This is an optimization exercise on Yosys and OpenROAD, whose aim is a short achievable clock period and few clock cycles, not a production implementation.
Only simulation tests tie the RTL to the original design; equivalence was not proved.
Power figures rest on the tool's default switching activity, not on a simulated workload.

--- design/flow/run.sh ---
#!/bin/bash
# synth_recipe.tcl (not shown) runs the flow's synth.tcl, then flattens the netlist and writes it again
# the make line also repeats each setting of config.mk as NAME=value (left out here)
make -C /OpenROAD-flow-scripts/flow DESIGN_CONFIG=/design/flow/config.mk WORK_HOME=/design/flow/orfs CLKGATE_MAP_FILE= SYNTH_SCRIPT=/design/flow/synth_recipe.tcl finish
--- design/flow/config.mk ---
export PLATFORM = sky130hd
export DESIGN_NAME = tiny16
export DESIGN_NICKNAME = tiny16
export VERILOG_FILES = /design/flow/design.v
export SDC_FILE = /design/flow/constraint.sdc
export NUM_CORES = 4
export LEC_CHECK = 0
export ABC_CLOCK_PERIOD_IN_PS = 2500
export CAP_MARGIN = 20
export CORE_MARGIN = 2
export CORE_UTILIZATION = 40
export PLACE_DENSITY = 0.6
export SETUP_SLACK_MARGIN = 4.8
export SLEW_MARGIN = 20
export TNS_END_PERCENT = 10
--- design/flow/design.v ---
module tiny16_add16 (
    input  wire [15:0] a,
    input  wire [15:0] b,
    input  wire        cin,
    output wire [15:0] s,
    output wire        co
);
    wire [15:0] p = a ^ b;
    wire [15:0] g0 = a & b;
    wire [15:0] G0 = {g0[15:1], g0[0] | (p[0] & cin)};
    wire [15:0] P0 = p;
    wire [15:0] G1, P1, G2, P2, G3, P3, G4, P4;
    genvar i;
    generate
        for (i = 0; i < 16; i = i + 1) begin : l1
            if (i >= 1) begin : c
                assign G1[i] = G0[i] | (P0[i] & G0[i-1]);
                assign P1[i] = P0[i] & P0[i-1];
            end else begin : n
                assign G1[i] = G0[i];
                assign P1[i] = P0[i];
            end
        end
        for (i = 0; i < 16; i = i + 1) begin : l2
            if (i >= 2) begin : c
                assign G2[i] = G1[i] | (P1[i] & G1[i-2]);
                assign P2[i] = P1[i] & P1[i-2];
            end else begin : n
                assign G2[i] = G1[i];
                assign P2[i] = P1[i];
            end
        end
        for (i = 0; i < 16; i = i + 1) begin : l3
            if (i >= 4) begin : c
                assign G3[i] = G2[i] | (P2[i] & G2[i-4]);
                assign P3[i] = P2[i] & P2[i-4];
            end else begin : n
                assign G3[i] = G2[i];
                assign P3[i] = P2[i];
            end
        end
        for (i = 0; i < 16; i = i + 1) begin : l4
            if (i >= 8) begin : c
                assign G4[i] = G3[i] | (P3[i] & G3[i-8]);
                assign P4[i] = P3[i] & P3[i-8];
            end else begin : n
                assign G4[i] = G3[i];
                assign P4[i] = P3[i];
            end
        end
    endgenerate
    wire [15:0] c = {G4[14:0], cin};
    assign s  = p ^ c;
    assign co = G4[15];
endmodule
module tiny16_inc16 (
    input  wire [15:0] a,
    input  wire        inc2,
    output wire [15:0] y
);
    wire [15:0] t = {a[15:1], a[0] | inc2};
    genvar i;
    generate
        for (i = 0; i < 16; i = i + 1) begin : b
            if (i == 0) begin : z
                assign y[0] = inc2 ? a[0] : ~a[0];
            end else begin : n
                assign y[i] = a[i] ^ (&t[i-1:0]);
            end
        end
    endgenerate
endmodule
module tiny16_dec2 (
    input  wire [15:0] a,
    output wire [15:0] y
);
    genvar i;
    generate
        for (i = 0; i < 16; i = i + 1) begin : b
            if (i == 0) begin : z
                assign y[0] = a[0];
            end else if (i == 1) begin : o
                assign y[1] = ~a[1];
            end else begin : n
                assign y[i] = a[i] ^ ~(|a[i-1:1]);
            end
        end
    endgenerate
endmodule
module tiny16_alu (
    input  wire        o_add,    
    input  wire        o_sub,    
    input  wire        o_and,
    input  wire        o_or,
    input  wire        o_xor,
    input  wire        o_not,
    input  wire        o_shl,
    input  wire        o_shr,
    input  wire        o_mov,
    input  wire [15:0] a,        
    input  wire [15:0] b,        
    input  wire [2:0]  sh,       
    output wire [15:0] y,
    output wire        c,
    output wire        v
);
    wire [15:0] bb = o_sub ? ~b : b;
    wire [15:0] sum;
    wire        co;
    tiny16_add16 u_add (.a(a), .b(bb), .cin(o_sub), .s(sum), .co(co));
    wire [31:0] shl = {16'h0000, a} << sh;
    wire [31:0] shr = {a, 16'h0000} >> sh;
    wire        sh0 = (sh == 3'd0);
    wire        arith = o_add | o_sub;
    wire [15:0] ylog = ({16{o_and}} & (a & b)) |
                       ({16{o_or}}  & (a | b)) |
                       ({16{o_xor}} & (a ^ b)) |
                       ({16{o_not}} & ~a) |
                       ({16{o_shl}} & shl[15:0]) |
                       ({16{o_shr}} & shr[31:16]) |
                       ({16{o_mov}} & b);
    assign y = arith ? sum : ylog;
    assign c = (arith & co) | (o_shl & !sh0 & shl[16]) | (o_shr & !sh0 & shr[15]);
    assign v = arith & (a[15] == bb[15]) & (sum[15] != a[15]);
endmodule
module tiny16_mmio (
    input  wire        clk,
    input  wire        rst,
    input  wire [7:0]  rd_addr,
    output reg  [7:0]  rd_data,
    input  wire        wr_en,
    input  wire [7:0]  wr_addr,
    input  wire [7:0]  wr_data,
    input  wire        tick,
    output reg         uart_valid,
    output reg  [7:0]  uart_data
);
    reg [15:0] timer;
    reg [15:0] timercmp;
    reg        irq_pending;
    reg        irq_chk;      
    reg        tick_d;       
    wire [15:0] ge_s;
    wire        ge;
    tiny16_add16 u_cmp (.a(timer), .b(~timercmp), .cin(1'b1), .s(ge_s), .co(ge));
    wire        irq_eff = irq_pending || (irq_chk && (timercmp != 16'h0000) && ge);
    always @(*) begin
        case (rd_addr)
            8'h00:   rd_data = 8'h00;
            8'h01:   rd_data = 8'hFF;
            8'h10:   rd_data = timer[7:0];
            8'h11:   rd_data = timer[15:8];
            8'h12:   rd_data = timercmp[7:0];
            8'h13:   rd_data = timercmp[15:8];
            8'h14:   rd_data = {7'b0, irq_eff};
            default: rd_data = 8'h00;
        endcase
    end
    reg [15:0] timer_w;
    reg [15:0] cmp_w;
    reg        irq_w;
    wire [15:0] timer_t;
    tiny16_inc16 u_inc (.a(timer), .inc2(1'b0), .y(timer_t));
    always @(*) begin
        timer_w = tick_d ? timer_t : timer;
        cmp_w   = timercmp;
        irq_w   = irq_eff;
        if (wr_en) begin
            case (wr_addr)
                8'h10: timer_w[7:0]  = wr_data;
                8'h11: timer_w[15:8] = wr_data;
                8'h12: cmp_w[7:0]    = wr_data;
                8'h13: cmp_w[15:8]   = wr_data;
                8'h14: if (wr_data == 8'h01) irq_w = 1'b0;
                default: ;
            endcase
        end
    end
    always @(posedge clk) begin
        if (rst) begin
            timer       <= 16'h0000;
            timercmp    <= 16'h0000;
            irq_pending <= 1'b0;
            irq_chk     <= 1'b0;
            tick_d      <= 1'b0;
            uart_valid  <= 1'b0;
            uart_data   <= 8'h00;
        end else begin
            timercmp   <= cmp_w;
            uart_valid <= wr_en && (wr_addr == 8'h00);
            if (wr_en && (wr_addr == 8'h00))
                uart_data <= wr_data;
            tick_d      <= tick;
            irq_chk     <= tick_d;
            irq_pending <= irq_w;
            timer       <= timer_w;
        end
    end
endmodule
module tiny16_lsu (
    input  wire [15:0] addr,      
    input  wire        wide,      
    input  wire        we,
    input  wire        phase,
    input  wire [15:0] wdata,
    input  wire [7:0]  lo_byte,   
    input  wire [15:0] mem_rdata,
    input  wire [7:0]  mmio_rdata,
    output wire        mmio,      
    output wire        word_mode,
    output wire        last,      
    output wire [1:0]  wstrb,
    output wire [15:0] bus_wdata,
    output wire [7:0]  rbyte,
    output wire [15:0] rdata
);
    assign mmio      = (addr[15:8] == 8'hFF);
    assign word_mode = wide && !phase && !addr[0] && !mmio;
    assign last      = word_mode || phase || !wide;
    wire [7:0] wb    = phase ? wdata[15:8] : wdata[7:0];
    assign wstrb     = (!we || mmio) ? 2'b00 : word_mode ? 2'b11 : addr[0] ? 2'b10 : 2'b01;
    assign bus_wdata = {addr[0] ? wdata[7:0] : wdata[15:8], wb};
    assign rbyte     = mmio ? mmio_rdata : addr[0] ? mem_rdata[15:8] : mem_rdata[7:0];
    assign rdata     = word_mode ? mem_rdata : wide ? {rbyte, lo_byte} : {8'h00, rbyte};
endmodule
module tiny16 (
    input  wire        clk,
    input  wire        rst,
    input  wire [15:0] start_pc,
    output reg         mem_valid,
    output reg  [14:0] mem_addr,
    output reg  [1:0]  mem_wstrb,
    output reg  [15:0] mem_wdata,
    input  wire        mem_ready,
    input  wire [15:0] mem_rdata,
    output wire        uart_valid,
    output wire [7:0]  uart_data,
    output reg         halted,
    output reg         fault,
    output reg  [15:0] fault_pc,
    output reg  [4:0]  fault_op
);
    localparam OP_NOP  = 5'h00, OP_HALT = 5'h01, OP_LDI  = 5'h02, OP_MOV  = 5'h03,
               OP_ADD  = 5'h04, OP_SUB  = 5'h05, OP_AND  = 5'h06, OP_OR   = 5'h07,
               OP_XOR  = 5'h08, OP_NOT  = 5'h09, OP_SHL  = 5'h0A, OP_SHR  = 5'h0B,
               OP_ADDI = 5'h0C, OP_CMPI = 5'h0D, OP_CMP  = 5'h0E, OP_LD   = 5'h0F,
               OP_ST   = 5'h10, OP_LDB  = 5'h11, OP_STB  = 5'h12, OP_LDS  = 5'h13,
               OP_STS  = 5'h14, OP_JMP  = 5'h15, OP_JZ   = 5'h16, OP_JNZ  = 5'h17,
               OP_JC   = 5'h18, OP_JN   = 5'h19, OP_CALL = 5'h1A, OP_RET  = 5'h1B,
               OP_IN   = 5'h1C, OP_OUT  = 5'h1D;
    localparam S_F = 3'd0, S_D = 3'd1, S_M = 3'd2, S_KA = 3'd3, S_H = 3'd4;
    reg [2:0]  state;
    reg [15:0] pc;        
    reg        pc_fast;   
    reg [15:0] ipc;       
    reg [15:0] ir;
    reg [15:0] k;
    reg [15:0] x [0:7];
    reg [15:0] fy;        
    reg        fc, fv;
    reg [7:0] d_rd, d_rs;
    reg d_illegal, d_halt, d_x1, d_alu, d_wb, d_wide, d_ret, d_lds, d_sts;
    reg d_ldi, d_jmp, d_call, d_ld, d_in, d_ldb, d_st, d_out, d_stb;
    reg d_jz, d_jnz, d_jc, d_jn;
    reg o_add, o_sub, o_and, o_or, o_xor, o_not, o_shl, o_shr, o_mov, o_imm;
    reg [15:0] da;        
    reg        da_mmio;   
    reg [15:0] wd;        
    reg [7:0]  lo;
    reg        ph, m_wide, m_we, m_pre, m_inval;
    reg        m_toreg, m_tonone, m_topc, m_toir, m_tok;
    reg [7:0]  m_rd;
    reg [2:0]  state_n;
    reg [15:0] pc_n;
    reg        pc_fast_n;
    reg [15:0] ipc_n, ir_n, k_n;
    reg [15:0] x_n [0:7];
    reg [15:0] fy_n;
    reg        fc_n, fv_n;
    reg        halted_n, fault_n;
    reg [15:0] fault_pc_n;
    reg [4:0]  fault_op_n;
    reg [7:0]  d_rd_n, d_rs_n;
    reg d_illegal_n, d_halt_n, d_x1_n, d_alu_n, d_wb_n, d_wide_n, d_ret_n, d_lds_n, d_sts_n;
    reg d_ldi_n, d_jmp_n, d_call_n, d_ld_n, d_in_n, d_ldb_n, d_st_n, d_out_n, d_stb_n;
    reg d_jz_n, d_jnz_n, d_jc_n, d_jn_n;
    reg o_add_n, o_sub_n, o_and_n, o_or_n, o_xor_n, o_not_n, o_shl_n, o_shr_n, o_mov_n, o_imm_n;
    reg [15:0] da_n;
    reg        da_mmio_n;
    reg [15:0] wd_n;
    reg [7:0]  lo_n;
    reg        ph_n, m_wide_n, m_we_n, m_pre_n, m_inval_n;
    reg        m_toreg_n, m_tonone_n, m_topc_n, m_toir_n, m_tok_n;
    reg [7:0]  m_rd_n;
    wire [15:0] imm8 = {{8{ir[7]}}, ir[7:0]};
    wire [15:0] imm5 = {{11{ir[4]}}, ir[4:0]};
    wire [15:0] sp   = x[7];
    reg  [15:0] xd, xs;
    integer j;
    always @(*) begin
        xd = 16'h0000;
        xs = 16'h0000;
        for (j = 0; j < 8; j = j + 1) begin
            xd = xd | ({16{d_rd[j]}} & x[j]);
            xs = xs | ({16{d_rs[j]}} & x[j]);
        end
    end
    wire fz = (fy == 16'h0000);
    wire fn = fy[15];
    wire [15:0] alu_y;
    wire        alu_c, alu_v;
    tiny16_alu u_alu (
        .o_add(o_add), .o_sub(o_sub), .o_and(o_and), .o_or(o_or), .o_xor(o_xor),
        .o_not(o_not), .o_shl(o_shl), .o_shr(o_shr), .o_mov(o_mov),
        .a(xd), .b(o_imm ? imm8 : xs), .sh(ir[2:0]), .y(alu_y), .c(alu_c), .v(alu_v)
    );
    wire [15:0] pc_p2, sp_p2, sp_m2, da_p1, ea;
    wire        ea_co;
    tiny16_inc16 u_pcinc (.a(pc), .inc2(1'b1), .y(pc_p2));
    tiny16_inc16 u_spinc (.a(sp), .inc2(1'b1), .y(sp_p2));
    tiny16_dec2  u_spdec (.a(sp), .y(sp_m2));
    tiny16_inc16 u_dainc (.a(da), .inc2(1'b0), .y(da_p1));
    tiny16_add16 u_ea (.a(d_sts ? xd : xs), .b(imm5), .cin(1'b0), .s(ea), .co(ea_co));
    wire        m_mmio, m_word, m_last;
    wire [1:0]  m_wstrb;
    wire [15:0] m_wdata;
    wire [7:0]  m_rbyte;
    wire [15:0] m_result;
    wire [7:0]  mmio_rdata;
    reg         tick;
    tiny16_lsu u_lsu (
        .addr(da), .wide(m_wide), .we(m_we), .phase(ph), .wdata(wd), .lo_byte(lo),
        .mem_rdata(mem_rdata), .mmio_rdata(mmio_rdata),
        .mmio(m_mmio), .word_mode(m_word), .last(m_last), .wstrb(m_wstrb),
        .bus_wdata(m_wdata), .rbyte(m_rbyte), .rdata(m_result)
    );
    tiny16_mmio u_mmio (
        .clk(clk), .rst(rst),
        .rd_addr(da[7:0]), .rd_data(mmio_rdata),
        .wr_en((state == S_M) && m_we && da_mmio), .wr_addr(da[7:0]), .wr_data(m_wdata[7:0]),
        .tick(tick),
        .uart_valid(uart_valid), .uart_data(uart_data)
    );
    wire m_ovl = da_mmio && (ph || !m_wide) && (m_toreg || m_tonone) && !m_pre && pc_fast;
    wire m_hit = m_pre && m_we && !da_mmio && (da[15:1] == ipc[15:1]);
    wire        k_fast   = (state == S_D);
    wire [15:0] kin      = k_fast ? mem_rdata : k;
    wire [15:0] pc_seq   = k_fast ? pc_p2 : pc;
    wire        kin_mmio = (kin[15:8] == 8'hFF);
    wire        taken    = d_jmp && !(d_jz && !fz) && !(d_jnz && fz) && !(d_jc && !fc) &&
                           !(d_jn && !fn);
    wire [15:0] ir_nx = m_toir ? m_result : mem_rdata;
    always @(*) begin
        tick = 1'b0;
        case (state)
            S_D:  tick = d_x1 || d_halt || (pc_fast && mem_ready && (d_ldi || d_jmp));
            S_KA: tick = d_ldi || d_jmp;
            S_M:  tick = m_last && (da_mmio || mem_ready) && (m_toreg || m_tonone || m_topc);
            default: ;
        endcase
    end
    integer i;
    task set_pc(input [15:0] v);
        begin
            pc_n      = v;
            pc_fast_n = !v[0] && (v[15:8] != 8'hFF);
        end
    endtask
    task set_da(input [15:0] v);
        begin
            da_n      = v;
            da_mmio_n = (v[15:8] == 8'hFF);
        end
    endtask
    task set_dest(input [4:0] v);
        begin
            {m_toreg_n, m_tonone_n, m_topc_n, m_toir_n, m_tok_n} = v;
        end
    endtask
    task load_ir(input [15:0] w, input [15:0] a);
        reg [4:0] o;
        begin
            o = w[15:11];
            ir_n        = w;
            ipc_n       = a;
            d_rd_n      = 8'd1 << w[10:8];
            d_rs_n      = 8'd1 << w[7:5];
            d_illegal_n = (o[4:1] == 4'b1111);
            d_halt_n    = (o == OP_HALT);
            d_x1_n      = (o == OP_NOP) || ((o >= OP_MOV) && (o <= OP_CMP));
            d_alu_n     = (o >= OP_MOV) && (o <= OP_CMP);
            d_wb_n      = (o >= OP_MOV) && (o <= OP_ADDI);
            d_wide_n    = (o == OP_LDI) || (o == OP_LD) || (o == OP_ST) || (o == OP_LDB) ||
                          (o == OP_STB) || ((o >= OP_JMP) && (o <= OP_CALL)) ||
                          (o == OP_IN) || (o == OP_OUT);
            d_ret_n     = (o == OP_RET);
            d_lds_n     = (o == OP_LDS);
            d_sts_n     = (o == OP_STS);
            d_ldi_n     = (o == OP_LDI);
            d_jmp_n     = (o >= OP_JMP) && (o <= OP_JN);
            d_call_n    = (o == OP_CALL);
            d_ld_n      = (o == OP_LD);
            d_in_n      = (o == OP_IN);
            d_ldb_n     = (o == OP_LDB);
            d_st_n      = (o == OP_ST);
            d_out_n     = (o == OP_OUT);
            d_stb_n     = (o == OP_STB);
            d_jz_n      = (o == OP_JZ);
            d_jnz_n     = (o == OP_JNZ);
            d_jc_n      = (o == OP_JC);
            d_jn_n      = (o == OP_JN);
            o_add_n     = (o == OP_ADD) || (o == OP_ADDI);
            o_sub_n     = (o == OP_SUB) || (o == OP_CMP) || (o == OP_CMPI);
            o_and_n     = (o == OP_AND);
            o_or_n      = (o == OP_OR);
            o_xor_n     = (o == OP_XOR);
            o_not_n     = (o == OP_NOT);
            o_shl_n     = (o == OP_SHL);
            o_shr_n     = (o == OP_SHR);
            o_mov_n     = (o == OP_MOV);
            o_imm_n     = (o == OP_ADDI) || (o == OP_CMPI);
        end
    endtask
    reg do_ka, do_mn;
    wire alu_go = (state == S_D) && d_x1 && !d_illegal && !d_halt;
    always @(*) begin
        state_n = state;
        pc_n = pc; pc_fast_n = pc_fast;
        ipc_n = ipc; ir_n = ir; k_n = k;
        for (i = 0; i < 8; i = i + 1)
            x_n[i] = x[i];
        fy_n = fy; fc_n = fc; fv_n = fv;
        halted_n = halted; fault_n = fault; fault_pc_n = fault_pc; fault_op_n = fault_op;
        d_rd_n = d_rd; d_rs_n = d_rs;
        d_illegal_n = d_illegal; d_halt_n = d_halt; d_x1_n = d_x1; d_alu_n = d_alu;
        d_wb_n = d_wb; d_wide_n = d_wide; d_ret_n = d_ret; d_lds_n = d_lds; d_sts_n = d_sts;
        d_ldi_n = d_ldi; d_jmp_n = d_jmp; d_call_n = d_call; d_ld_n = d_ld; d_in_n = d_in;
        d_ldb_n = d_ldb; d_st_n = d_st; d_out_n = d_out; d_stb_n = d_stb;
        d_jz_n = d_jz; d_jnz_n = d_jnz; d_jc_n = d_jc; d_jn_n = d_jn;
        o_add_n = o_add; o_sub_n = o_sub; o_and_n = o_and; o_or_n = o_or; o_xor_n = o_xor;
        o_not_n = o_not; o_shl_n = o_shl; o_shr_n = o_shr; o_mov_n = o_mov; o_imm_n = o_imm;
        da_n = da; da_mmio_n = da_mmio; wd_n = wd; lo_n = lo;
        ph_n = ph; m_wide_n = m_wide; m_we_n = m_we; m_pre_n = m_pre; m_inval_n = m_inval;
        m_toreg_n = m_toreg; m_tonone_n = m_tonone; m_topc_n = m_topc; m_toir_n = m_toir;
        m_tok_n = m_tok; m_rd_n = m_rd;
        do_ka = 1'b0;
        do_mn = 1'b0;
        case (state)
            S_F: begin
                if (pc_fast) begin
                    if (mem_ready) begin
                        load_ir(mem_rdata, pc);
                        set_pc(pc_p2);
                        state_n = S_D;
                    end
                end else begin
                    set_da(pc);
                    ph_n     = 1'b0;
                    m_wide_n = 1'b1;
                    m_we_n   = 1'b0;
                    m_pre_n  = 1'b0;
                    set_dest(5'b00010);
                    state_n  = S_M;
                end
            end
            S_D: begin
                if (d_illegal) begin
                    halted_n   = 1'b1;
                    fault_n    = 1'b1;
                    fault_pc_n = ipc;
                    fault_op_n = ir[15:11];
                    state_n    = S_H;
                end else if (d_halt) begin
                    halted_n = 1'b1;
                    state_n  = S_H;
                end else if (d_x1) begin
                    if (pc_fast && mem_ready) begin
                        load_ir(mem_rdata, pc);
                        set_pc(pc_p2);
                    end else begin
                        state_n = S_F;
                    end
                end else if (d_wide) begin
                    if (pc_fast) begin
                        if (mem_ready)
                            do_ka = 1'b1;
                    end else begin
                        set_da(pc);
                        ph_n     = 1'b0;
                        m_wide_n = 1'b1;
                        m_we_n   = 1'b0;
                        m_pre_n  = 1'b0;
                        set_dest(5'b00001);
                        state_n  = S_M;
                    end
                end else if (d_ret) begin
                    set_da(sp);
                    x_n[7]   = sp_p2;
                    ph_n     = 1'b0;
                    m_wide_n = 1'b1;
                    m_we_n   = 1'b0;
                    m_pre_n  = 1'b0;
                    set_dest(5'b00100);
                    state_n  = S_M;
                end else begin  
                    set_da(ea);
                    wd_n      = xs;
                    ph_n      = 1'b0;
                    m_wide_n  = 1'b1;
                    m_we_n    = d_sts;
                    set_dest(d_sts ? 5'b01000 : 5'b10000);
                    m_rd_n    = d_rd;
                    m_inval_n = 1'b0;
                    if (pc_fast) begin
                        m_pre_n = 1'b1;
                        if (mem_ready) begin
                            load_ir(mem_rdata, pc);
                            set_pc(pc_p2);
                            state_n = S_M;
                        end
                    end else begin
                        m_pre_n = 1'b0;
                        state_n = S_M;
                    end
                end
            end
            S_KA: do_ka = 1'b1;
            S_M: begin
                if (da_mmio || mem_ready) begin
                    if (!m_last) begin
                        ph_n = 1'b1;
                        lo_n = m_rbyte;
                        set_da(da_p1);
                        if (m_hit)
                            m_inval_n = 1'b1;
                    end else begin
                        ph_n = 1'b0;
                        if (m_toir) begin
                            load_ir(ir_nx, pc);
                            set_pc(pc_p2);
                            state_n = S_D;
                        end
                        if (m_tok) begin
                            k_n = m_result;
                            set_pc(pc_p2);
                            state_n = S_KA;
                        end
                        if (m_topc) begin
                            set_pc(m_result);
                            state_n = S_F;
                        end
                        if (m_toreg) begin
                            for (i = 0; i < 8; i = i + 1)
                                if (m_rd[i]) x_n[i] = m_result;
                            fy_n = m_result; fc_n = 1'b0; fv_n = 1'b0;
                            do_mn = 1'b1;
                        end
                        if (m_tonone)
                            do_mn = 1'b1;
                    end
                end
            end
            default: state_n = S_H;
        endcase
        if (do_ka) begin
                set_pc(pc_seq);
                m_rd_n    = d_rd;
                m_pre_n   = 1'b0;
                m_inval_n = 1'b0;
                ph_n      = 1'b0;
                set_da(kin);
                wd_n      = xs;
                m_wide_n  = !d_ldb && !d_stb && !((d_in || d_out) && kin_mmio);
                m_we_n    = d_st || d_stb || d_out || d_call;
                set_dest((d_st || d_stb || d_out || d_call) ? 5'b01000 : 5'b10000);
                state_n   = S_M;
                if (d_ldi) begin
                    for (i = 0; i < 8; i = i + 1)
                        if (d_rd[i]) x_n[i] = kin;
                    fy_n = kin; fc_n = 1'b0; fv_n = 1'b0;
                    state_n = S_F;
                end
                if (d_jmp) begin
                    if (taken) set_pc(kin);
                    state_n = S_F;
                end
                if (d_call) begin
                    set_da(sp_m2);
                    x_n[7] = sp_m2;
                    wd_n   = pc_seq;
                    set_pc(kin);
                end
        end
        if (do_mn) begin
                if (m_pre) begin
                    if (m_inval || m_hit) begin
                        set_pc(ipc);
                        state_n = S_F;
                    end else begin
                        state_n = S_D;
                    end
                end else if (m_ovl && mem_ready) begin
                    load_ir(mem_rdata, pc);
                    set_pc(pc_p2);
                    state_n = S_D;
                end else begin
                    state_n = S_F;
                end
        end
        if (alu_go) begin
            if (d_alu) begin
                fy_n = alu_y; fc_n = alu_c; fv_n = alu_v;
            end
            if (d_wb)
                for (i = 0; i < 8; i = i + 1)
                    if (d_rd[i]) x_n[i] = alu_y;
        end
    end
    wire        n_mmio, n_word, n_last;
    wire [1:0]  n_wstrb;
    wire [15:0] n_wdata;
    wire [7:0]  n_rbyte;
    wire [15:0] n_result;
    tiny16_lsu u_lsu_n (
        .addr(da_n), .wide(m_wide_n), .we(m_we_n), .phase(ph_n), .wdata(wd_n), .lo_byte(lo_n),
        .mem_rdata(16'h0000), .mmio_rdata(8'h00),
        .mmio(n_mmio), .word_mode(n_word), .last(n_last), .wstrb(n_wstrb),
        .bus_wdata(n_wdata), .rbyte(n_rbyte), .rdata(n_result)
    );
    wire n_ovl = da_mmio_n && (ph_n || !m_wide_n) && (m_toreg_n || m_tonone_n) && !m_pre_n &&
                 pc_fast_n;
    reg        req_valid;
    reg [14:0] req_addr;
    reg [1:0]  req_wstrb;
    always @(*) begin
        req_valid = 1'b0;
        req_addr  = pc_n[15:1];
        req_wstrb = 2'b00;
        case (state_n)
            S_F: req_valid = pc_fast_n;
            S_D: req_valid = pc_fast_n && !d_illegal_n && !d_halt_n && !d_ret_n;
            S_M: begin
                if (n_ovl) begin
                    req_valid = 1'b1;
                end else begin
                    req_valid = !da_mmio_n;
                    req_addr  = da_n[15:1];
                    req_wstrb = n_wstrb;
                end
            end
            default: ;
        endcase
    end
    always @(posedge clk) begin
        if (rst) begin
            state     <= S_F;
            pc        <= start_pc;
            pc_fast   <= !start_pc[0] && (start_pc[15:8] != 8'hFF);
            mem_valid <= !start_pc[0] && (start_pc[15:8] != 8'hFF);
            mem_addr  <= start_pc[15:1];
            mem_wstrb <= 2'b00;
            mem_wdata <= 16'h0000;
            ipc       <= 16'h0000;
            ir        <= 16'h0000;
            k         <= 16'h0000;
            for (i = 0; i < 7; i = i + 1)
                x[i] <= 16'h0000;
            x[7]      <= 16'h7FFC;
            fy        <= 16'h0001;
            fc        <= 1'b0;
            fv        <= 1'b0;
            halted    <= 1'b0;
            fault     <= 1'b0;
            fault_pc  <= 16'h0000;
            fault_op  <= 5'h00;
            d_rd <= 8'd1; d_rs <= 8'd1;
            d_illegal <= 1'b0; d_halt <= 1'b0; d_x1 <= 1'b1; d_alu <= 1'b0; d_wb <= 1'b0;
            d_wide <= 1'b0; d_ret <= 1'b0; d_lds <= 1'b0; d_sts <= 1'b0; d_ldi <= 1'b0;
            d_jmp <= 1'b0; d_call <= 1'b0; d_ld <= 1'b0; d_in <= 1'b0; d_ldb <= 1'b0;
            d_st <= 1'b0; d_out <= 1'b0; d_stb <= 1'b0;
            d_jz <= 1'b0; d_jnz <= 1'b0; d_jc <= 1'b0; d_jn <= 1'b0;
            o_add <= 1'b0; o_sub <= 1'b0; o_and <= 1'b0; o_or <= 1'b0; o_xor <= 1'b0;
            o_not <= 1'b0; o_shl <= 1'b0; o_shr <= 1'b0; o_mov <= 1'b0; o_imm <= 1'b0;
            da        <= 16'h0000;
            da_mmio   <= 1'b0;
            wd        <= 16'h0000;
            lo        <= 8'h00;
            ph        <= 1'b0;
            m_wide    <= 1'b0;
            m_we      <= 1'b0;
            m_pre     <= 1'b0;
            m_inval   <= 1'b0;
            m_toreg <= 1'b0; m_tonone <= 1'b1; m_topc <= 1'b0; m_toir <= 1'b0; m_tok <= 1'b0;
            m_rd      <= 8'd0;
        end else begin
            state     <= state_n;
            pc        <= pc_n;
            pc_fast   <= pc_fast_n;
            mem_valid <= req_valid;
            mem_addr  <= req_addr;
            mem_wstrb <= req_wstrb;
            mem_wdata <= n_wdata;
            ipc       <= ipc_n;
            ir        <= ir_n;
            k         <= k_n;
            for (i = 0; i < 8; i = i + 1)
                x[i] <= x_n[i];
            fy        <= fy_n;
            fc        <= fc_n;
            fv        <= fv_n;
            halted    <= halted_n;
            fault     <= fault_n;
            fault_pc  <= fault_pc_n;
            fault_op  <= fault_op_n;
            d_rd <= d_rd_n; d_rs <= d_rs_n;
            d_illegal <= d_illegal_n; d_halt <= d_halt_n; d_x1 <= d_x1_n; d_alu <= d_alu_n;
            d_wb <= d_wb_n; d_wide <= d_wide_n; d_ret <= d_ret_n; d_lds <= d_lds_n;
            d_sts <= d_sts_n; d_ldi <= d_ldi_n; d_jmp <= d_jmp_n; d_call <= d_call_n;
            d_ld <= d_ld_n; d_in <= d_in_n; d_ldb <= d_ldb_n; d_st <= d_st_n;
            d_out <= d_out_n; d_stb <= d_stb_n;
            d_jz <= d_jz_n; d_jnz <= d_jnz_n; d_jc <= d_jc_n; d_jn <= d_jn_n;
            o_add <= o_add_n; o_sub <= o_sub_n; o_and <= o_and_n; o_or <= o_or_n;
            o_xor <= o_xor_n; o_not <= o_not_n; o_shl <= o_shl_n; o_shr <= o_shr_n;
            o_mov <= o_mov_n; o_imm <= o_imm_n;
            da        <= da_n;
            da_mmio   <= da_mmio_n;
            wd        <= wd_n;
            lo        <= lo_n;
            ph        <= ph_n;
            m_wide    <= m_wide_n;
            m_we      <= m_we_n;
            m_pre     <= m_pre_n;
            m_inval   <= m_inval_n;
            m_toreg <= m_toreg_n; m_tonone <= m_tonone_n; m_topc <= m_topc_n;
            m_toir <= m_toir_n; m_tok <= m_tok_n;
            m_rd      <= m_rd_n;
        end
    end
endmodule
--- design/flow/constraint.sdc ---
create_clock -name core_clock -period 8.5 [get_ports {clk}]
set_input_delay 1.7000 -clock core_clock [delete_from_list [all_inputs] [get_ports {clk}]]
set_output_delay 1.7000 -clock core_clock [all_outputs]
set_load 0.01 [all_outputs]
==> results of run 1 <==
==> kinds of logic (layout without fill, tap and decap cells) <==
logic type / after synthesis / after routing / share of synthesized area
other: 0 / 4 / 0
AOI/OAI and AO/OA: 1629 / 1630 / 0.343
adders and majority gates: 102 / 102 / 0.0403
xor gates and xnor gates: 100 / 100 / 0.0273
and+or+nand+nor: 1529 / 1530 / 0.215
muxes: 146 / 146 / 0.0477
DFF: 416 / 416 / 0.260
buffers and inverters: 541 / 641 / 0.0661
==> per-layer routing <==
layer | part of all wire | vias up | global-route usage | wire, microns
met4 | 0.082 | 14 | 0.263 | 14500
met5 | 0.00041 | - | 0.00291 | 72
met3 | 0.16 | 892 | 0.160 | 28900
met1 | 0.37 | 18238 | 0.517 | 65700
met2 | 0.38 | 3364 | 0.549 | 67500
li1 | - | 16649 | - | -
==> per-stage QoR <==
step                 util  worst slack (ns)  std cells
floorplan               -              4.77       4463
global placement    0.430              3.11       5318
detailed placement  0.430              2.90       5318
CTS                 0.478              4.43       5540
global route        0.497              4.26       5615
finish              0.498              4.35       5619
==> state kept, by name (all words and copies together), names as in the netlist, 13 cells and up <==
| signal | flops |
|---|---|
| ir | 13 |
| u_mmio.timer | 16 |
| da | 16 |
| wd | 16 |
| mem_wdata | 16 |
| fy | 16 |
| x | 128 |
| u_mmio.timercmp | 16 |
| k | 16 |
| mem_addr | 15 |
| pc | 16 |
| fault_pc | 16 |
| ipc | 16 |
==> what timing repair did <==
action	in CTS	in global routing
pin swaps	75	80
resized for setup	265	220
buffers inserted	131	68
hold endpoints to repair	0	0
gates cloned	3	7
setup endpoints to repair	322	262
==> critical path, stage by stage <==
cell and delay [ns]:
clkdlybuf4s15_2 0.34, and4b_1 0.33, a21o_4 0.28, buf_12 0.33
nand2_1 0.11, nor4_2 0.99, nor3_1 0.32, o41ai_4 0.16
a211oi_1 0.08
==> worst paths after layout <==
path	endpoint	slack (ns)	cells past startpoint
min	m_rd[2]	0.45	2
max reg2reg	mem_addr[0]	4.37	19
max	mem_wstrb[1]	4.35	9
min reg2reg	m_rd[2]	0.45	2
==> power groups by stage <==
| stage | clock, uW | sequential [uW] | combinational [uW] |
|---|---|---|---|
| finish | 2350 | 2680 | 5570 |
| global route | 2430 | 2670 | 5630 |
| CTS | 2340 | 2620 | 4870 |
| detailed placement | 0 | 2660 | 4470 |
| global placement | 0 | 2670 | 4490 |
| floorplan | 0 | 2350 | 2810 |
==> layout by cell type, fill, tap and decap left out, drive strengths merged, types with 77 or more instances in the layout <==
master / count
a211oi: 168
dfxtp: 415
o21ai: 317
a21oi: 387
a22oi: 169
inv: 104
clkdlybuf4s50: 83
ha: 100
nand2: 484
o211ai: 164
nor3: 77
buf: 345
nor2: 589
mux2i: 103
==> area by class of cell <==
class,instances,share of cell area
Multi-Input combinational cell,3508,0.591
Sequential cell,416,0.214
Timing Repair Buffer,450,0.107
Clock buffer,65,0.0364
Tap cell,1050,0.0334
Inverter,103,0.0104
Clock inverter,23,0.00791
Antenna cell,4,0.000254
==> key figures, run 1 <==
Critical path
  – Crit Path Class: in2reg
  – Worst setup path start: mem_ready
  – Crit path DAT: 4.66 ns
  – Crit end category: flip-flop
  – Crit-path max FO: 51
  – Worst r2r src: d_rs[3]
  – CP required: 9.01 ns
  – Crit start category: input port

Place
  – I/O Buffers: 100
  – HPWL Detailed: 117 mm
  – Routability cong.: 1.10
  – Post-Place Cell Area: 34000 sq um

STA
  – Final hold vios: 0
  – Final min period: 4.15 ns
  – Worst hold slack: 0.448 ns
  – Period utilisation layout: 0.488
  – Setup TNS: 0 ns
  – Slew margin rel.: 0.119
  – Slew Viols, Final: 0
  – Final setup viols: 0
  – Setup Skew: 0.0323 ns
  – Worst Tran Pin Value: 1.31 ns
  – RSZ-0062 raised after global routing: yes
  – Max frequency: 241 MHz

Clock tree
  – Root Buffer: clkbuf_16
  – Clock-pin transition on the worst setup and hold timing paths: 0.07 ns
  – Clk sinks: 416
  – CTS H-tree lvls: 2
  – CTS buffer count: 51
  – CTS tree: built
  – CTS Hold Bufs: 0
  – Worst skew pair latency: 0.64 ns
  – CTS max path bufs: 3

Yosys
  – Post-synth cell types: 111
  – Mapped Nets: 4600
  – Synth Register Bits: 416
  – Post-Synthesis Cells: 4463
  – Sequential fraction of the synthesis area: 0.260
  – Post-synth EDFFs: 1
  – Top-count cell post-synth: nor2_1
  – Async set-or-reset flop fraction in the synthesized netlist: 0
  – Synth top area share: 0.259
  – Cell area after synthesis: 32100 sq um
  – Primary FF master, synth: dfxtp_1
  – Synth top area cells: dfxtp_1, nor2_1, a21oi_1
  – Synth area leader: dfxtp_1
  – Syn Area/Cell: 7.18 sq um
  – Top cells by count, synth: nor2_1, nand2_1, dfxtp_1
  – Ys Warns: 4

Final layout
  – Layout cells sized above 1: 0.186
  – Fin nets: 4667
  – Multi-input gate area: 23300 sq um
  – Layout area overhead: 22.8%
  – Fill cell count: 7762
  – Register area: 8420 sq um
  – Design Area, Final: 39400 sq um

Pwr
  – Switching pwr: 5220 uW
  – VDD IR max: 0.000224 V
  – Total leakage power: 0.0139 uW
  – Clock power share: 0.222
  – Int Pwr: 5380 uW
  – Pwr Density: 269 nW/um^2
  – Flop pwr share: 0.253
  – Combinational share of power: 0.525
  – Tot Pwr: 10600 uW
  – Switching share of total power: 0.492

Run
  – Max-cap viol count: 0

GRT
  – Total track usage: 0.402
  – Largest net degree at the start of global routing: 193
  – Initial antenna violation count: 14
  – First-pass GRT wire length: 247 mm
  – Grt ovf: 0
  – Vias in the first global route: 34647

Worst hold path
  – Hold Startpoint: m_rd[2]
  – Hold Crit Class: reg2reg

Detailed routing
  – Routed WL per cell: 31.4 microns
  – WL final: 177 mm
  – Antenna Nets Post-Route: 0
  – Drt drc: 0
  – Total vias in the final route: 39157
  – DRT Pass-1 Iters: 14
  – Drt initial violations: 7227
  – Via-per-instance ratio: 6.97

Run status
  – Status: finished clean

Floorplanning
  – Core area: 79100 sq um
  – Ports: 101
  – DIE HEIGHT: 287 microns
  – Number of cell rows: 103
  – Initial Utilization: 0.405
  – Die width: 287 microns
  – Die ar.: 82400 sq um
Testbench counts, summed over its fixed seeds: cycles 43,113.
==> run 2: changes to the inputs <==
--- a/design/flow/config.mk
+++ b/design/flow/config.mk
@@ -12,4 +12,3 @@
 export PLACE_DENSITY = 0.6
-export SETUP_SLACK_MARGIN = 4.8
+export SETUP_SLACK_MARGIN = 5.0
 export SLEW_MARGIN = 20
-export TNS_END_PERCENT = 10
==> key figures, run 2 <==
Run status
  – Status: finished clean

Yosys
  – Mapped Nets: 4600 (unchanged)
  – Sequential fraction of the synthesis area: 0.260 (unchanged)
  – Post-Synthesis Cells: 4463 (unchanged)
  – Post-synth cell types: 111 (unchanged)
  – Synth top area cells: dfxtp_1, nor2_1, a21oi_1
  – Top cells by count, synth: nor2_1, nand2_1, dfxtp_1
  – Post-synth EDFFs: 1 (unchanged)
  – Synth Register Bits: 416 (unchanged)
  – Synth area leader: dfxtp_1
  – Syn Area/Cell: 7.18 sq um (unchanged)
  – Ys Warns: 4 (unchanged)
  – Async set-or-reset flop fraction in the synthesized netlist: 0 (unchanged)
  – Primary FF master, synth: dfxtp_1
  – Synth top area share: 0.259 (unchanged)
  – Top-count cell post-synth: nor2_1
  – Cell area after synthesis: 32100 sq um (unchanged)

Critical path
  – CP required: 9.01 ns (about the same)
  – Crit start category: flip-flop
  – Crit end category: flip-flop
  – CP max stage cell: dfxtp_4
  – CP peak stage delay: 0.49 ns (-0.50 ns)
  – Crit path DAT: 4.68 ns (+0.02 ns)
  – Flop-to-flop setup slack: 4.33 ns (-0.04 ns)
  – Crit Path Class: reg2reg
  – Critical R2R Capture: mem_addr[0]
  – Most used cell along the critical path: a21oi_2
  – Worst r2r src: d_rs[6]
  – Crit-path max FO: 8 (-84%)
  – Reg2Reg Depth: 20 (+1)
  – Critical-path cell list: buf_12, a22oi_2, nand4_1, buf_6, nor2_4, a21oi_2, ha_2, inv_2, fa_2, nor2b_4, o31a_1, buf_4, o22a_4, a21oi_2, a311oi_4, a41o_1, a31oi_4, a21o_4, nand2_8, mux2_4

GRT
  – First-pass GRT wire length: 257 mm (+4.2%)
  – Initial antenna violation count: 12 (-2)
  – Vias in the first global route: 36158 (+4.4%)
  – Largest net degree at the start of global routing: 88 (-54%)
  – Grt ovf: 0 (unchanged)
  – Total track usage: 0.421 (+0.0193)

Final layout
  – Number of flip-flops in the largest register: 128 (unchanged)
  – Commonest non-fill, non-tap cell in the layout: nor2_1
  – Largest register by flop count: x
  – Fin nets: 4811 (+3.1%)
  – Layout cells sized above 1: 0.264 (+0.0777)
  – Non-Filler Instances: 5767 (+2.6%)
  – Most frequent cells in the layout: nor2_1, nand2_1, dfxtp_1
  – Final design utilization: 0.538 (+0.0404)
  – Layout area overhead: 32.8%
  – Design Area, Final: 42600 sq um (+8.1%)

Pwr
  – Combinational share of power: 0.561 (+0.036)
  – Switching share of total power: 0.493 (about the same)
  – VDD IR max: 0.000195 V (-13%)
  – Clock power share: 0.202 (-0.020)
  – Pwr Density: 263 nW/um^2 (-2.2%)
  – Switching pwr: 5520 uW (+5.8%)
  – Total leakage power: 0.0151 uW (+8.7%)
  – Int Pwr: 5680 uW (+5.6%)
  – Flop pwr share: 0.237 (-0.016)
  – Tot Pwr: 11200 uW (+5.7%)

Clock tree
  – Root Buffer: clkbuf_16
  – CTS max path bufs: 3 (unchanged)
  – CTS tree: built
  – Clk sinks: 416 (unchanged)
  – CTS buffer count: 49 (-3.9%)
  – CTS Hold Bufs: 0 (unchanged)
  – CTS H-tree lvls: 2 (unchanged)
  – Worst skew pair latency: 0.66 ns (+0.02 ns)
  – Clock-pin transition on the worst setup and hold timing paths: 0.06 ns (about the same)

Detailed routing
  – Total vias in the final route: 40443 (+3.3%)
  – Drt drc: 0 (unchanged)
  – Antenna Nets Post-Route: 0 (unchanged)
  – DRT Pass-1 Iters: 10 (-4)
  – Via-per-instance ratio: 7.01 (+0.63%)
  – Routed WL per cell: 31.9 microns (+1.6%)
  – Drt initial violations: 6881 (-4.8%)
  – WL final: 184 mm (+4.2%)

Place
  – I/O Buffers: 100 (unchanged)
  – Post-Place Cell Area: 34200 sq um (+0.40%)
  – Cell count after placement: 5320 (+0.038%)
  – Routability cong.: 1.04 (-5.5%)
  – HPWL Detailed: 119 mm (+1.5%)

STA
  – Worst Tran Pin Value: 1.19 ns (-0.120 ns)
  – Slew Viols, Final: 0 (unchanged)
  – Slew margin rel.: 0.206 (+0.0871)
  – Final hold vios: 0 (unchanged)
  – Setup Skew: 0.0607 ns (+0.0284 ns)
  – Max frequency: 240 MHz (-0.36%)
  – Period utilisation layout: 0.490 (+0.00179)
  – Final min period: 4.17 ns (+0.0152 ns)
  – Setup TNS: 0 ns (unchanged)
  – Final setup viols: 0 (unchanged)
  – RSZ-0062 raised after global routing: yes

Floorplanning
  – Die ar.: 82400 sq um (unchanged)
  – Initial Utilization: 0.405 (unchanged)
  – Number of cell rows: 103 (unchanged)
  – Die width: 287 microns (unchanged)
  – Ports: 101 (unchanged)
  – DIE HEIGHT: 287 microns (unchanged)
  – Core area: 79100 sq um (unchanged)

Run
  – Max-cap viol count: 0 (unchanged)

Worst hold path
  – Hold Crit Class: reg2reg
  – Hold Startpoint: m_rd[6]
  – Worst Hold Depth: 2 (unchanged)
  – Hold endpoint: m_rd[6]
run 2: how the worst max path moves through the flow:
stage          startpoint          end  slack, ns  depth (start not counted)
2_1_floorplan     d_rd[5]  mem_addr[0]       4.78                         19
3_3_place_gp    mem_ready  mem_addr[9]       2.98                          9
3_5_place_dp    mem_ready  mem_addr[9]       2.96                          9
4_1_cts           d_rs[0]  mem_addr[0]       4.50                         17
5_1_grt           d_rs[6]  mem_addr[0]       4.30                         20
6_report          d_rs[6]  mem_addr[0]       4.33                         20
run 2: metal layers:
| layer | track usage | share of wire | up-vias |
|---|---|---|---|
| met5 | 0 | 0.00062 | - |
| li1 | - | - | 16952 |
| met2 | 0.577 | 0.38 | 3577 |
| met3 | 0.184 | 0.17 | 1010 |
| met4 | 0.264 | 0.081 | 14 |
| met1 | 0.535 | 0.36 | 18890 |
run 2: kinds of logic after synthesis:
group | Yosys count | share of synthesized area
AO/OA/AOI/OAI | 1629 | 0.343
AND/OR/NAND/NOR | 1529 | 0.215
buffers and inverters | 541 | 0.0661
flip-flops | 416 | 0.260
multiplexers | 146 | 0.0477
adder cells (fa/ha/maj) | 102 | 0.0403
XOR/XNOR | 100 | 0.0273
run 2: final cells by class:
type | instances | area [sq um]
fillers | 7413 | 36600
multi-input cells | 3510 | 24800
flip-flops and latches | 416 | 8430
repair buffers | 593 | 5940
clock buffers | 67 | 1410
well taps | 1050 | 1310
inverters | 103 | 429
clock inverters | 23 | 267
diodes | 4 | 10.0
repair inverters | 1 | 5.00
run 2: timing repair:
item | 4_1_cts | 5_1_grt
gates resized for setup | 609 | 356
setup endpoints to repair | 342 | 243
buffers inserted | 228 | 101
pin swaps | 144 | 179
cloned | 18 | 6
run 2: power by group through the flow:
stage	sequential, uW	combinational, uW	clock (uW)
finish	2660	6290	2260
global route	2660	6360	2330
CTS	2600	5400	2250
detailed placement	2630	4580	0
global placement	2640	4590	0
floorplan	2350	2850	0
run 2: critical path: cells and delay by family, from the launching register on:
kind / cells / cell delay (ns)
muxes: 1 / 0.30
adders and majority gates: 2 / 0.58
and+or+nand+nor: 4 / 0.39
AOI/OAI and AO/OA: 9 / 1.69
buffers and inverters: 4 / 0.53
DFF: 1 / 0.49
run 2: metrics by stage:
step / hold slack, ns / setup slack (ns)
6_report: 0.448 / 4.33
5_1_grt: 0.464 / 4.30
4_1_cts: 0.449 / 4.50
3_5_place_dp: 0.441 / 2.96
3_3_place_gp: 0.433 / 2.98
2_1_floorplan: 0.427 / 4.78
==> run 3: changes to the inputs <==
--- a/design/flow/design.v
+++ b/design/flow/design.v
@@ -106,3 +106,3 @@
 );
-    wire [15:0] bb = o_sub ? ~b : b;
+    wire [15:0] bb = b;
     wire [15:0] sum;
@@ -277,2 +277,3 @@
     reg [15:0] x_n [0:7];
+    reg [15:0] xo_n [0:7];    
     reg [15:0] fy_n;
@@ -297,12 +298,5 @@
     wire [15:0] sp   = x[7];
-    reg  [15:0] xd, xs;
-    integer j;
-    always @(*) begin
-        xd = 16'h0000;
-        xs = 16'h0000;
-        for (j = 0; j < 8; j = j + 1) begin
-            xd = xd | ({16{d_rd[j]}} & x[j]);
-            xs = xs | ({16{d_rs[j]}} & x[j]);
-        end
-    end
+    reg  [15:0] opa, opb;
+    wire [15:0] xd = opa;
+    wire [15:0] xs = opb;    
     wire fz = (fy == 16'h0000);
@@ -314,3 +308,3 @@
         .o_not(o_not), .o_shl(o_shl), .o_shr(o_shr), .o_mov(o_mov),
-        .a(xd), .b(o_imm ? imm8 : xs), .sh(ir[2:0]), .y(alu_y), .c(alu_c), .v(alu_v)
+        .a(opa), .b(opb), .sh(ir[2:0]), .y(alu_y), .c(alu_c), .v(alu_v)
     );
@@ -339,3 +333,3 @@
         .rd_addr(da[7:0]), .rd_data(mmio_rdata),
-        .wr_en((state == S_M) && m_we && da_mmio), .wr_addr(da[7:0]), .wr_data(m_wdata[7:0]),
+        .wr_en((state == S_M) && m_we && da_mmio && !stall), .wr_addr(da[7:0]), .wr_data(m_wdata[7:0]),
         .tick(tick),
@@ -352,8 +346,11 @@
     wire [15:0] ir_nx = m_toir ? m_result : mem_rdata;
+    wire stall = mem_valid && !mem_ready;
+    reg tick_raw;
+    always @(*) tick = tick_raw && !stall;
     always @(*) begin
-        tick = 1'b0;
+        tick_raw = 1'b0;
         case (state)
-            S_D:  tick = d_x1 || d_halt || (pc_fast && mem_ready && (d_ldi || d_jmp));
-            S_KA: tick = d_ldi || d_jmp;
-            S_M:  tick = m_last && (da_mmio || mem_ready) && (m_toreg || m_tonone || m_topc);
+            S_D:  tick_raw = d_x1 || d_halt || (pc_fast && (d_ldi || d_jmp));
+            S_KA: tick_raw = d_ldi || d_jmp;
+            S_M:  tick_raw = m_last && (m_toreg || m_tonone || m_topc);
             default: ;
@@ -423,3 +420,3 @@
     endtask
-    reg do_ka, do_mn;
+    reg do_ka, do_mn, sF_n, sD_n, bda_n, ovl_n;
     wire alu_go = (state == S_D) && d_x1 && !d_illegal && !d_halt;
@@ -447,2 +444,6 @@
         do_mn = 1'b0;
+        sF_n  = (state == S_F);
+        sD_n  = (state == S_D);
+        bda_n = (state == S_M);
+        ovl_n = 1'b0;
         case (state)
@@ -450,6 +451,6 @@
                 if (pc_fast) begin
-                    if (mem_ready) begin
+                    begin
                         load_ir(mem_rdata, pc);
                         set_pc(pc_p2);
-                        state_n = S_D;
+                        state_n = S_D; sF_n = 1'b0; sD_n = 1'b1; bda_n = 1'b0;
                     end
@@ -462,3 +463,3 @@
                     set_dest(5'b00010);
-                    state_n  = S_M;
+                    state_n = S_M; sF_n = 1'b0; sD_n = 1'b0; bda_n = 1'b1;
                 end
@@ -471,8 +472,8 @@
                     fault_op_n = ir[15:11];
-                    state_n    = S_H;
+                    state_n = S_H; sF_n = 1'b0; sD_n = 1'b0; bda_n = 1'b0;
                 end else if (d_halt) begin
                     halted_n = 1'b1;
-                    state_n  = S_H;
+                    state_n = S_H; sF_n = 1'b0; sD_n = 1'b0; bda_n = 1'b0;
                 end else if (d_x1) begin
-                    if (pc_fast && mem_ready) begin
+                    if (pc_fast) begin
                         load_ir(mem_rdata, pc);
@@ -480,3 +481,3 @@
                     end else begin
-                        state_n = S_F;
+                        state_n = S_F; sF_n = 1'b1; sD_n = 1'b0; bda_n = 1'b0;
                     end
@@ -484,4 +485,3 @@
                     if (pc_fast) begin
-                        if (mem_ready)
-                            do_ka = 1'b1;
+                        do_ka = 1'b1;
                     end else begin
@@ -493,3 +493,3 @@
                         set_dest(5'b00001);
-                        state_n  = S_M;
+                        state_n = S_M; sF_n = 1'b0; sD_n = 1'b0; bda_n = 1'b1;
                     end
@@ -503,3 +503,3 @@
                     set_dest(5'b00100);
-                    state_n  = S_M;
+                    state_n = S_M; sF_n = 1'b0; sD_n = 1'b0; bda_n = 1'b1;
                 end else begin  
@@ -515,6 +515,6 @@
                         m_pre_n = 1'b1;
-                        if (mem_ready) begin
+                        begin
                             load_ir(mem_rdata, pc);
                             set_pc(pc_p2);
-                            state_n = S_M;
+                            state_n = S_M; sF_n = 1'b0; sD_n = 1'b0; bda_n = 1'b1;
                         end
@@ -522,3 +522,3 @@
                         m_pre_n = 1'b0;
-                        state_n = S_M;
+                        state_n = S_M; sF_n = 1'b0; sD_n = 1'b0; bda_n = 1'b1;
                     end
@@ -528,3 +528,3 @@
             S_M: begin
-                if (da_mmio || mem_ready) begin
+                begin
                     if (!m_last) begin
@@ -533,2 +533,3 @@
                         set_da(da_p1);
+                        ovl_n = da_mmio_n && (m_toreg || m_tonone) && !m_pre && pc_fast;
                         if (m_hit)
@@ -540,3 +541,3 @@
                             set_pc(pc_p2);
-                            state_n = S_D;
+                            state_n = S_D; sF_n = 1'b0; sD_n = 1'b1; bda_n = 1'b0;
                         end
@@ -545,3 +546,3 @@
                             set_pc(pc_p2);
-                            state_n = S_KA;
+                            state_n = S_KA; sF_n = 1'b0; sD_n = 1'b0; bda_n = 1'b0;
                         end
@@ -549,3 +550,3 @@
                             set_pc(m_result);
-                            state_n = S_F;
+                            state_n = S_F; sF_n = 1'b1; sD_n = 1'b0; bda_n = 1'b0;
                         end
@@ -562,3 +563,3 @@
             end
-            default: state_n = S_H;
+            default: begin state_n = S_H; sF_n = 1'b0; sD_n = 1'b0; bda_n = 1'b0; end
         endcase
@@ -575,3 +576,4 @@
                 set_dest((d_st || d_stb || d_out || d_call) ? 5'b01000 : 5'b10000);
-                state_n   = S_M;
+                state_n = S_M; sF_n = 1'b0; sD_n = 1'b0; bda_n = 1'b1;
+                ovl_n = kin_mmio && (d_ldb || d_stb || d_in || d_out) && pc_fast_n;
                 if (d_ldi) begin
@@ -580,3 +582,3 @@
                     fy_n = kin; fc_n = 1'b0; fv_n = 1'b0;
-                    state_n = S_F;
+                    state_n = S_F; sF_n = 1'b1; sD_n = 1'b0; bda_n = 1'b0;
                 end
@@ -584,3 +586,3 @@
                     if (taken) set_pc(kin);
-                    state_n = S_F;
+                    state_n = S_F; sF_n = 1'b1; sD_n = 1'b0; bda_n = 1'b0;
                 end
@@ -597,14 +599,16 @@
                         set_pc(ipc);
-                        state_n = S_F;
+                        state_n = S_F; sF_n = 1'b1; sD_n = 1'b0; bda_n = 1'b0;
                     end else begin
-                        state_n = S_D;
+                        state_n = S_D; sF_n = 1'b0; sD_n = 1'b1; bda_n = 1'b0;
                     end
-                end else if (m_ovl && mem_ready) begin
+                end else if (m_ovl) begin
                     load_ir(mem_rdata, pc);
                     set_pc(pc_p2);
-                    state_n = S_D;
+                    state_n = S_D; sF_n = 1'b0; sD_n = 1'b1; bda_n = 1'b0;
                 end else begin
-                    state_n = S_F;
+                    state_n = S_F; sF_n = 1'b1; sD_n = 1'b0; bda_n = 1'b0;
                 end
         end
+        for (i = 0; i < 8; i = i + 1)
+            xo_n[i] = x_n[i];
         if (alu_go) begin
@@ -618,2 +622,20 @@
     end
+    wire        alu_wb = alu_go && d_wb;
+    wire        fwd_a  = alu_wb && ((d_rd & d_rd_n) != 8'd0);
+    wire        fwd_b  = alu_wb && ((d_rd & d_rs_n) != 8'd0);
+    wire [15:0] imm8_n = {{8{ir_n[7]}}, ir_n[7:0]};
+    reg  [15:0] ra_n, rb_n;
+    integer j;
+    always @(*) begin
+        ra_n = 16'h0000;
+        rb_n = 16'h0000;
+        for (j = 0; j < 8; j = j + 1) begin
+            ra_n = ra_n | ({16{d_rd_n[j]}} & xo_n[j]);
+            rb_n = rb_n | ({16{d_rs_n[j]}} & xo_n[j]);
+        end
+    end
+    wire [15:0] opa_n = fwd_a ? alu_y : ra_n;
+    wire [15:0] opb_s = fwd_b ? alu_y : rb_n;
+    wire [15:0] opb_i = o_imm_n ? imm8_n : opb_s;
+    wire [15:0] opb_n = o_sub_n ? ~opb_i : opb_i;
     wire        n_mmio, n_word, n_last;
@@ -629,26 +651,8 @@
     );
-    wire n_ovl = da_mmio_n && (ph_n || !m_wide_n) && (m_toreg_n || m_tonone_n) && !m_pre_n &&
-                 pc_fast_n;
-    reg        req_valid;
-    reg [14:0] req_addr;
-    reg [1:0]  req_wstrb;
-    always @(*) begin
-        req_valid = 1'b0;
-        req_addr  = pc_n[15:1];
-        req_wstrb = 2'b00;
-        case (state_n)
-            S_F: req_valid = pc_fast_n;
-            S_D: req_valid = pc_fast_n && !d_illegal_n && !d_halt_n && !d_ret_n;
-            S_M: begin
-                if (n_ovl) begin
-                    req_valid = 1'b1;
-                end else begin
-                    req_valid = !da_mmio_n;
-                    req_addr  = da_n[15:1];
-                    req_wstrb = n_wstrb;
-                end
-            end
-            default: ;
-        endcase
-    end
+    wire       req_da    = bda_n && !ovl_n;
+    wire       req_valid = bda_n ? (ovl_n || !da_mmio_n)
+                                 : (pc_fast_n && (sF_n || (sD_n && !d_illegal_n && !d_halt_n &&
+                                                            !d_ret_n)));
+    wire [14:0] req_addr  = req_da ? da_n[15:1] : pc_n[15:1];
+    wire [1:0]  req_wstrb = req_da ? n_wstrb : 2'b00;
     always @(posedge clk) begin
@@ -668,2 +672,4 @@
             x[7]      <= 16'h7FFC;
+            opa       <= 16'h0000;
+            opb       <= 16'h0000;
             fy        <= 16'h0001;
@@ -694,3 +700,3 @@
             m_rd      <= 8'd0;
-        end else begin
+        end else if (!stall) begin
             state     <= state_n;
@@ -707,2 +713,4 @@
                 x[i] <= x_n[i];
+            opa       <= opa_n;
+            opb       <= opb_n;
             fy        <= fy_n;
--- a/design/flow/config.mk
+++ b/design/flow/config.mk
@@ -10,4 +10,4 @@
 export CORE_MARGIN = 2
-export CORE_UTILIZATION = 40
-export PLACE_DENSITY = 0.6
+export CORE_UTILIZATION = 60
+export PLACE_DENSITY = 0.72
 export SETUP_SLACK_MARGIN = 5.0
==> key figures, run 3 <==
Clock tree
  – Clk sinks: 448 (+7.7%)
  – Root Buffer: clkbuf_16
  – CTS Hold Bufs: 0 (unchanged)
  – CTS max path bufs: 3 (unchanged)
  – CTS H-tree lvls: 2 (unchanged)
  – CTS buffer count: 51 (+4.1%)

Yosys
  – Post-synth EDFFs: 33 (+32)
  – Post-Synthesis Cells: 5141 (+15%)
  – Cell area after synthesis: 36200 sq um (+13%)
  – Ys Warns: 5 (+1)
  – Synth Register Bits: 448 (+7.7%)
  – Synth top area share: 0.229 (-0.0297)
  – Synth area leader: dfxtp_1
  – Primary FF master, synth: dfxtp_1
  – Async set-or-reset flop fraction in the synthesized netlist: 0 (unchanged)
  – Post-synth cell types: 98 (-12%)
  – Top cells by count, synth: nor2_1, nand2_1, clkbuf_1
  – Syn Area/Cell: 7.04 sq um (-2.0%)
  – Sequential fraction of the synthesis area: 0.257 (-0.00325)
  – Top-count cell post-synth: nor2_1
  – Synth top area cells: dfxtp_1, nor2_1, nand2_1
  – Mapped Nets: 5264 (+14%)

Place
  – Setup WS pre-CTS: 2.10 ns (-0.864 ns)
  – Routability cong.: 1.20 (+16%)
  – I/O Buffers: 100 (unchanged)
  – HPWL Detailed: 144 mm (+22%)

GRT
  – First-pass GRT wire length: 343 mm
  – Vias in the first global route: 48258
  – Largest net degree at the start of global routing: 86
  – Grt ovf: 6
  – Total track usage: 0.740

Run status
  – Stop err: [ERROR GRT-0116] Global routing finished with congestion. Check the congestion regions in the DRC Viewer.
  – Failed at: global routing (5_1_grt)
  – Status: stopped before the end

Floorplanning
  – Number of cell rows: 90 (-13%)
  – DIE HEIGHT: 250 microns (-13%)
  – Die width: 250 microns (-13%)
  – Initial Utilization: 0.603 (+0.198)
  – Ports: 101 (unchanged)
[run 3: cell count changes after synthesis, sizes merged, moves of 32 or more]
cell / delta
a222oi: +38
nand3: +46
clkbuf: +68
o211ai: -53
o22ai: +55
nor3: +42
o21ai: +91
edfxtp: +32
nor2: +116
a22oi: -94
nand2: +145
a221oi: +43
[run 3: power by group through the flow]
stage                     registers (uW)  logic (uW)  clock network, uW
after floorplan                     2890        5270                  0
after global placement              3360        8240                  0
after detailed placement            3370        8330                  0
after CTS                           3270       10000               2540
[run 3: cells by family after synthesis]
group / Yosys count / synth area share
XOR/XNOR: 88 / 0.0213
multiplexers: 166 / 0.0479
AND/OR/NAND/NOR: 1894 / 0.231
adder cells (fa/ha/maj): 88 / 0.0310
buffers and inverters: 593 / 0.0626
AO/OA/AOI/OAI: 1864 / 0.350
flip-flops: 448 / 0.257
[run 3: per-stage QoR]
stage | utilization | total power, uW | cell area [sq um] | cells
2_1_floorplan | - | 8160 | 36700 | 5141
3_3_place_gp | 0.633 | 11600 | 38000 | 5699
3_5_place_dp | 0.634 | 11700 | 38000 | 5700
4_1_cts | 0.735 | 15800 | 44100 | 6012
[run 3: per-layer routing]
metal  GRT overflow  track usage
met5              0        0.246
met4              5        0.687
met2              1        0.907
met1              0        0.775
met3              0        0.566
[run 3: worst max path at each step]
stage	from	endpoint	slack [ns]	cells after the start
after CTS	mem_rdata[6]	opb[15]	4.51	14
after detailed placement	mem_rdata[10]	opa[13]	2.10	12
after global placement	mem_rdata[10]	opa[15]	2.17	12
after floorplan	mem_rdata[14]	opb[14]	4.17	13
[run 3: what timing repair did]
item	CTS
gates cloned	15
setup buffers	202
pin swaps	130
resized for setup	579
endpoints found under the setup margin	403
Testbench counts of run 3, summed over its fixed seeds: cycles 43,113.
==> run 4: changes to the inputs <==
--- a/design/flow/config.mk
+++ b/design/flow/config.mk
@@ -10,4 +10,4 @@
 export CORE_MARGIN = 2
-export CORE_UTILIZATION = 60
-export PLACE_DENSITY = 0.72
+export CORE_UTILIZATION = 40
+export PLACE_DENSITY = 0.6
 export SETUP_SLACK_MARGIN = 5.0
==> key figures, run 4 <==
Run status
  – Status: finished clean

Critical path
  – Crit Path Class: reg2reg
  – Crit path DAT: 4.64 ns
  – Reg2Reg Depth: 17
  – CP required: 9.09 ns
  – Crit start category: flip-flop
  – Crit end category: flip-flop
  – Crit-path max FO: 8
  – CP max stage cell: a2111o_1
  – Stages on worst setup path: 17
  – CP Buf/Inv Count: 6
  – CP peak stage delay: 0.50 ns
  – Most used cell along the critical path: buf_12
  – Critical-path cell list: buf_12, buf_12, or3b_4, a21oi_4, buf_4, buf_4, o31ai_4, o21ai_4, nor3_4, or2_4, a2111o_1, o21ai_4, buf_12, buf_8, mux2i_2, o21a_1, o221ai_2
  – CP top delay family: compound AO/OA/AOI/OAI gates

Pwr
  – VDD IR max: 0.000217 V
  – Total leakage power: 0.0177 uW
  – Pwr Density: 386 nW/um^2

Yosys
  – Synth top area share: 0.229 (unchanged)
  – Async set-or-reset flop fraction in the synthesized netlist: 0 (unchanged)
  – Synth area leader: dfxtp_1
  – Proportion of synthesized area in mux cells: 0.0479 (unchanged)
  – Top cells by count, synth: nor2_1, nand2_1, clkbuf_1
  – Syn Area/Cell: 7.04 sq um (unchanged)
  – Synth Register Bits: 448 (unchanged)
  – Post-synth EDFFs: 33 (unchanged)
  – Post-Synthesis Cells: 5141 (unchanged)
  – Synth Area in Simple Gates: 0.231 (unchanged)
  – Cell area after synthesis: 36200 sq um (unchanged)
  – Sequential fraction of the synthesis area: 0.257 (unchanged)
  – Post-synthesis adder-cell area fraction: 0.0310 (unchanged)
  – Synth Area in Compound Gates: 0.350 (unchanged)
  – Post-synth cell types: 98 (unchanged)
  – Largest family of logic cells by synthesized area: compound AO/OA/AOI/OAI gates
  – Synth top area cells: dfxtp_1, nor2_1, nand2_1
  – Primary FF master, synth: dfxtp_1
  – Top-count cell post-synth: nor2_1
  – Ys Warns: 5 (unchanged)
  – Mapped Nets: 5264 (unchanged)
  – Post-Synth XOR/XNOR Area: 0.0213 (unchanged)

Clock tree
  – Worst skew pair latency: 0.74 ns
  – Clock-pin transition on the worst setup and hold timing paths: 0.06 ns
  – Clk sinks: 448 (unchanged)
  – CTS buffer count: 55 (+7.8%)
  – CTS tree: built
  – Root Buffer: clkbuf_16
  – CTS max path bufs: 3 (unchanged)
  – CTS H-tree lvls: 2 (unchanged)

Final layout
  – Most frequent cells in the layout: nor2_1, nand2_1, buf_4
  – Number of flip-flops in the largest register: 128
  – Non-Filler Instances: 6607
  – Layout area overhead: 32.4%
  – Layout cells sized above 1: 0.237
  – Largest register by flop count: x
  – Fin nets: 5499
  – Commonest non-fill, non-tap cell in the layout: nor2_1

STA
  – Period utilisation layout: 0.477
  – Final min period: 4.05 ns
  – Setup Skew: 0.0558 ns
  – Final hold vios: 0
  – Worst Tran Pin Value: 1.23 ns
  – RSZ-0062 raised after global routing: yes
  – Slew Viols, Final: 0
  – Max frequency: 247 MHz
  – Final setup viols: 0
  – Setup TNS: 0 ns
  – Slew margin rel.: 0.174

Detailed routing
  – Via-per-instance ratio: 7.23
  – WL final: 244 mm
  – Total vias in the final route: 47763
  – Drt drc: 0
  – Antenna Nets Post-Route: 0
  – Routed WL per cell: 36.9 microns
  – Drt initial violations: 7709
  – DRT Pass-1 Iters: 10

GRT
  – Largest net degree at the start of global routing: 110
  – Grt ovf: 0
  – First-pass GRT wire length: 335 mm
  – Initial antenna violation count: 18
  – Total track usage: 0.499
  – Vias in the first global route: 43226

Place
  – HPWL Detailed: 168 mm (+16%)
  – Cell count after placement: 6133 (+7.6%)
  – I/O Buffers: 100 (unchanged)
  – Routability cong.: 1.07 (-11%)

Floorplanning
  – Core area: 89900 sq um
  – Ports: 101 (unchanged)
  – DIE HEIGHT: 305 microns (+22%)
  – Die ar.: 92900 sq um
  – Initial Utilization: 0.403 (-0.200)
  – Number of cell rows: 110 (+22%)
  – Die width: 305 microns (+22%)

Run
  – Max-cap viol count: 0

Worst hold path
  – Hold Crit Class: reg2reg
  – Worst Hold Depth: 2
==> run 4: worst min-delay path, stage by stage (launching register included) <==
cell and delay [ns]:
dfxtp_1 0.32, nand2_1 0.04, o21ai_0 0.06
==> run 4: timing repair <==
item                                    in CTS  in global routing
gates cloned                                16                  6
buffers inserted                           203                137
pin swaps                                  115                172
endpoints found under the setup margin     461                283
hold buffers                                 0                  0
gates resized for setup                    615                348
==> run 4: kinds of logic (layout without fill, tap and decap cells) <==
group,count (synthesis),after routing
compound gates,1864,1866
fa+ha+maj,88,88
buf+inv,593,867
flops,448,448
xor+xnor,88,88
other cells,0,9
simple gates,1894,1899
mux,166,166
==> run 4: path summary, 6_finish.rpt <==
path | to | slack, ns | from
setup / recovery | opb[3] | 4.45 | da[0]
hold / removal | x[2][15] | 0.45 | x[2][15]
setup reg to reg | opb[3] | 4.45 | da[0]
hold reg to reg | x[2][15] | 0.45 | x[2][15]
==> run 4: area by class of cell <==
type                            instances  area (sq um)
Antenna cell                            9          22.5
Clock buffer                           68          1520
Clock inverter                         35           404
Fill cell                            8649         42000
Inverter                              110           428
Multi-Input combinational cell       4107         28100
Sequential cell                       448          9410
Tap cell                             1176          1470
Timing Repair Buffer                  654          6540
==> run 4: metrics by stage <==
stage	utilization	area, sq um	worst slack (ns)	hold slack, ns	total power (uW)
5_1_grt	0.533	47900	4.38	0.470	18600
6_report	0.533	47900	4.45	0.450	18500
4_1_cts	0.504	45300	4.54	0.454	16600
3_3_place_gp	0.433	38900	2.34	0.436	12300
2_1_floorplan	-	36700	4.17	0.420	8160
3_5_place_dp	0.433	38900	2.24	0.442	12300
==> run 4: power breakdown <==
group          internal (uW)  switching [uW]  leakage, uW
clock network           1510            1130     0.000944
registers               2590             725      0.00374
logic                   4420            8120       0.0130
total                   8510            9970       0.0177
==> run 4: layer usage <==
metal  vias up  routed length [microns]  track usage
li1      19684                        -            -
met1     22653                    85800        0.582
met2      4046                    98400        0.723
met3      1368                    33400        0.183
met4        12                    26300        0.424
met5         -                      161      0.00207

## separate check: timing with driven ports
Ports are ideal in the flow. The routed layouts listed here were re-timed in OpenROAD. Step 1, drivers: a clkbuf_16 drives clk and a buf_2 each remaining input, both assumed. Step 2 also shifts input and output timing later by t, the mid clock arrival at the registers, as if the neighbouring blocks saw the same clock. Three values: ideal ports, drivers, drivers and shift; two values: the first two.
run	shift t [ns]	setup WS [ns]	worst setup path at the end
run 1	0.696	4.350 / 4.335 / 3.639	input to register
run 2	0.705	4.334 / 4.334 / 3.888	input to register
run 4	0.780	4.447 / 4.447 / 3.726	input to register
After both steps setup and hold are still met in every run listed. The setup slack of run 4, which loses most, moves by 0.000 ns with the drivers and by -0.721 ns with both steps.
